From an optimization exercise on the open Yosys and OpenROAD flow, aimed at small area, a short achievable clock period and few clock cycles per item; shortcuts taken in it are not production practice.
Function was checked by simulation only, so behaviour that the tests miss may differ from the original.
Power is estimated from default activity; no workload was simulated.

Design hb_rx, start of the top module:
module hb_rx (
    input  wire       clk,
    input  wire       rst,         
    input  wire       in_valid,
    output wire       in_ready,
    input  wire [7:0] in_data,
    output wire       ev_valid,
    input  wire       ev_ready,
    output wire [7:0] ev_data
);
clock: 10.0 ns
lec_check: 0
cap_margin: 20
core_margin: 2
core_utilization: 40
cts_cluster_diameter: 80
cts_cluster_size: 24
slew_margin: 20
standard.sh (not shown) runs the stock make flow with config.mk's settings and CLKGATE_MAP_FILE= SYNTH_SCRIPT=/design/flow/synth_recipe.tcl, a recipe that flattens the netlist after the stock synthesis.
==> flow/flow/run.sh <==
#!/bin/bash
set -euo pipefail
cd "$(dirname "$0")/.."
bash standard.sh finish SETUP_SLACK_MARGIN=6.6 TNS_END_PERCENT=10 \
    "BUFFER_PORTS_ARGS=-buffer_cell sky130_fd_sc_hd__buf_4" > flow_make.log 2>&1
The starting point completed without violations.
Testbench counts at the start, summed over its fixed seeds: cycles 26,059, items 480.
Edit:
--- a/flow/design.v
+++ b/flow/design.v
@@ -90,13 +90,13 @@
     reg        f_card;        
     reg        f_qm;          
     reg [3:0]  mk;            
     reg        f_mf;          
     reg [1:0]  js;            
     reg       marker_hit, get_hit, post_hit;
-    reg [7:0] files_c, card_c;
+    reg [7:0] files_c, card_c, mf_c;
     always @(*) begin
         case (mpos)
             3'd0: marker_hit = k_plus;
             3'd1: marker_hit = k_i;
             3'd2: marker_hit = k_p;
             3'd3: marker_hit = k_d;
@@ -132,24 +132,34 @@
             8'd4: card_c = "d";
             8'd5: card_c = "d";
             8'd6: card_c = "a";
             8'd7: card_c = "t";
             default: card_c = "a";
         endcase
+        case (mk)
+            4'd0:  mf_c = "a";
+            4'd1:  mf_c = "c";
+            4'd2:  mf_c = "t";
+            4'd3:  mf_c = "i";
+            4'd4:  mf_c = "o";
+            4'd5:  mf_c = "n";
+            4'd6:  mf_c = "=";
+            4'd7:  mf_c = "m";
+            4'd8:  mf_c = "f";
+            4'd9:  mf_c = "k";
+            4'd10: mf_c = "e";
+            4'd11: mf_c = "y";
+            4'd12: mf_c = "3";
+            default: mf_c = "2";
+        endcase
     end
     wire [3:0] dval = xb[3:0];
     wire       c_files = f_files && (plen < 8'd6) && (pend == files_c);
     wire       c_card  = f_card  && (plen < 8'd9) && (pend == card_c);
     wire       c_qm    = f_qm || (plen == 8'd1 && f_files && pend == "?");
-    wire       mk_hit  = (mk == 4'd0  && pend == "a") || (mk == 4'd1  && pend == "c") ||
-                         (mk == 4'd2  && pend == "t") || (mk == 4'd3  && pend == "i") ||
-                         (mk == 4'd4  && pend == "o") || (mk == 4'd5  && pend == "n") ||
-                         (mk == 4'd6  && pend == "=") || (mk == 4'd7  && pend == "m") ||
-                         (mk == 4'd8  && pend == "f") || (mk == 4'd9  && pend == "k") ||
-                         (mk == 4'd10 && pend == "e") || (mk == 4'd11 && pend == "y") ||
-                         (mk == 4'd12 && pend == "3") || (mk >= 4'd13 && pend == "2");
+    wire       mk_hit  = (pend == mf_c);
     wire [3:0] c_mk    = f_mf ? mk : (mk_hit ? mk + 4'd1 : ((pend == "a") ? 4'd1 : 4'd0));
     wire       c_mf    = f_mf || (mk_hit && mk == 4'd13);
     wire [1:0] c_js    = (pend == ".") ? 2'd1 :
                          (js == 2'd1 && pend == "j") ? 2'd2 :
                          (js == 2'd2 && pend == "s") ? 2'd3 : 2'd0;
     wire [7:0] c_plen  = plen1;
@@ -370,23 +380,23 @@
         end
     end
     reg [7:0] rsel;
     integer j;
     always @(*) begin
         rsel = 8'd0;
-        for (j = 0; j < 48; j = j + 1)
+        for (j = 0; j < 64; j = j + 1)
             rsel = rsel | (ring[j] & {8{rlo[j % 16] && rmid[j / 16]}});
     end
     wire [7:0] f0     = age;               
     wire [7:0] f01    = age1;
     wire [7:0] rdist1 = (rdist == RLM) ? 8'd0 : rdist + 8'd1;
     wire       e_free = !ev_vr || ev_ready;
     wire       e_path = !e_drop && (ecnt >= 8'd9);
     wire       e_load = e_free && !e_last && (!e_path || qv);
     wire       e_take = e_load && e_path;
-    wire       fetch  = ev_v && !e_drop && (rrem != 8'd0) && (rhi == 2'd0) && !rmid[3] && (!qv || e_take);
+    wire       fetch  = ev_v && !e_drop && (rrem != 8'd0) && (rhi == 2'd0) && (!qv || e_take);
     integer g;
     always @(posedge clk) begin
         if (rst) begin
             ev_v  <= 1'b0;
             ev_vr <= 1'b0;
         end else if (!ev_v) begin
Effect: The changed run produced a clean layout. Die area is higher by 2.2%. Sequential cell count is higher by 6. Cell area is higher by about 2.3%. Core utilization is lower by 0.12 points. Global-route usage is higher by 0.99 points. Hold slack got worse by 15 ps. Final cell count is higher by 5.2%. Wire length is higher by 11%. Power is higher by 5.9%. Clock-buffer cell count is lower by 2. Maximum frequency is higher by about 1.8%.
Testbench counts after the change, summed over its fixed seeds: cycles 26,059, items 480.

==> re-timing with driven ports <==
In the flow no input, the clock included, has a driving cell. The finished layouts below were timed again as built, in two steps.
Step 1 assumes that a clkbuf_16 drives the clock port and a buf_2 every other input.
Step 2 adds t to the input delays and takes it off the output delays; t is the mean of the earliest and latest rising clock arrival at the registers after step 1. Input paths then give back, and output paths get back, about the clock's delay inside the block.
a / b / c = ideal ports / drivers / drivers and shift; a / b = the first two.
run	shift t [ns]	slack for setup (ns)	worst register clock-pin slew, ns	pins driven straight from the clock port
the first run	0.789	6.509 / 6.445 / 6.179	0.11 / 0.11	1
the second run	0.778	6.569 / 6.501 / 5.880	0.10 / 0.10	1
After both steps every run listed still meets setup and hold. The setup slack of the second run, which loses most, moves by -0.068 ns with the drivers and by -0.689 ns with both steps.
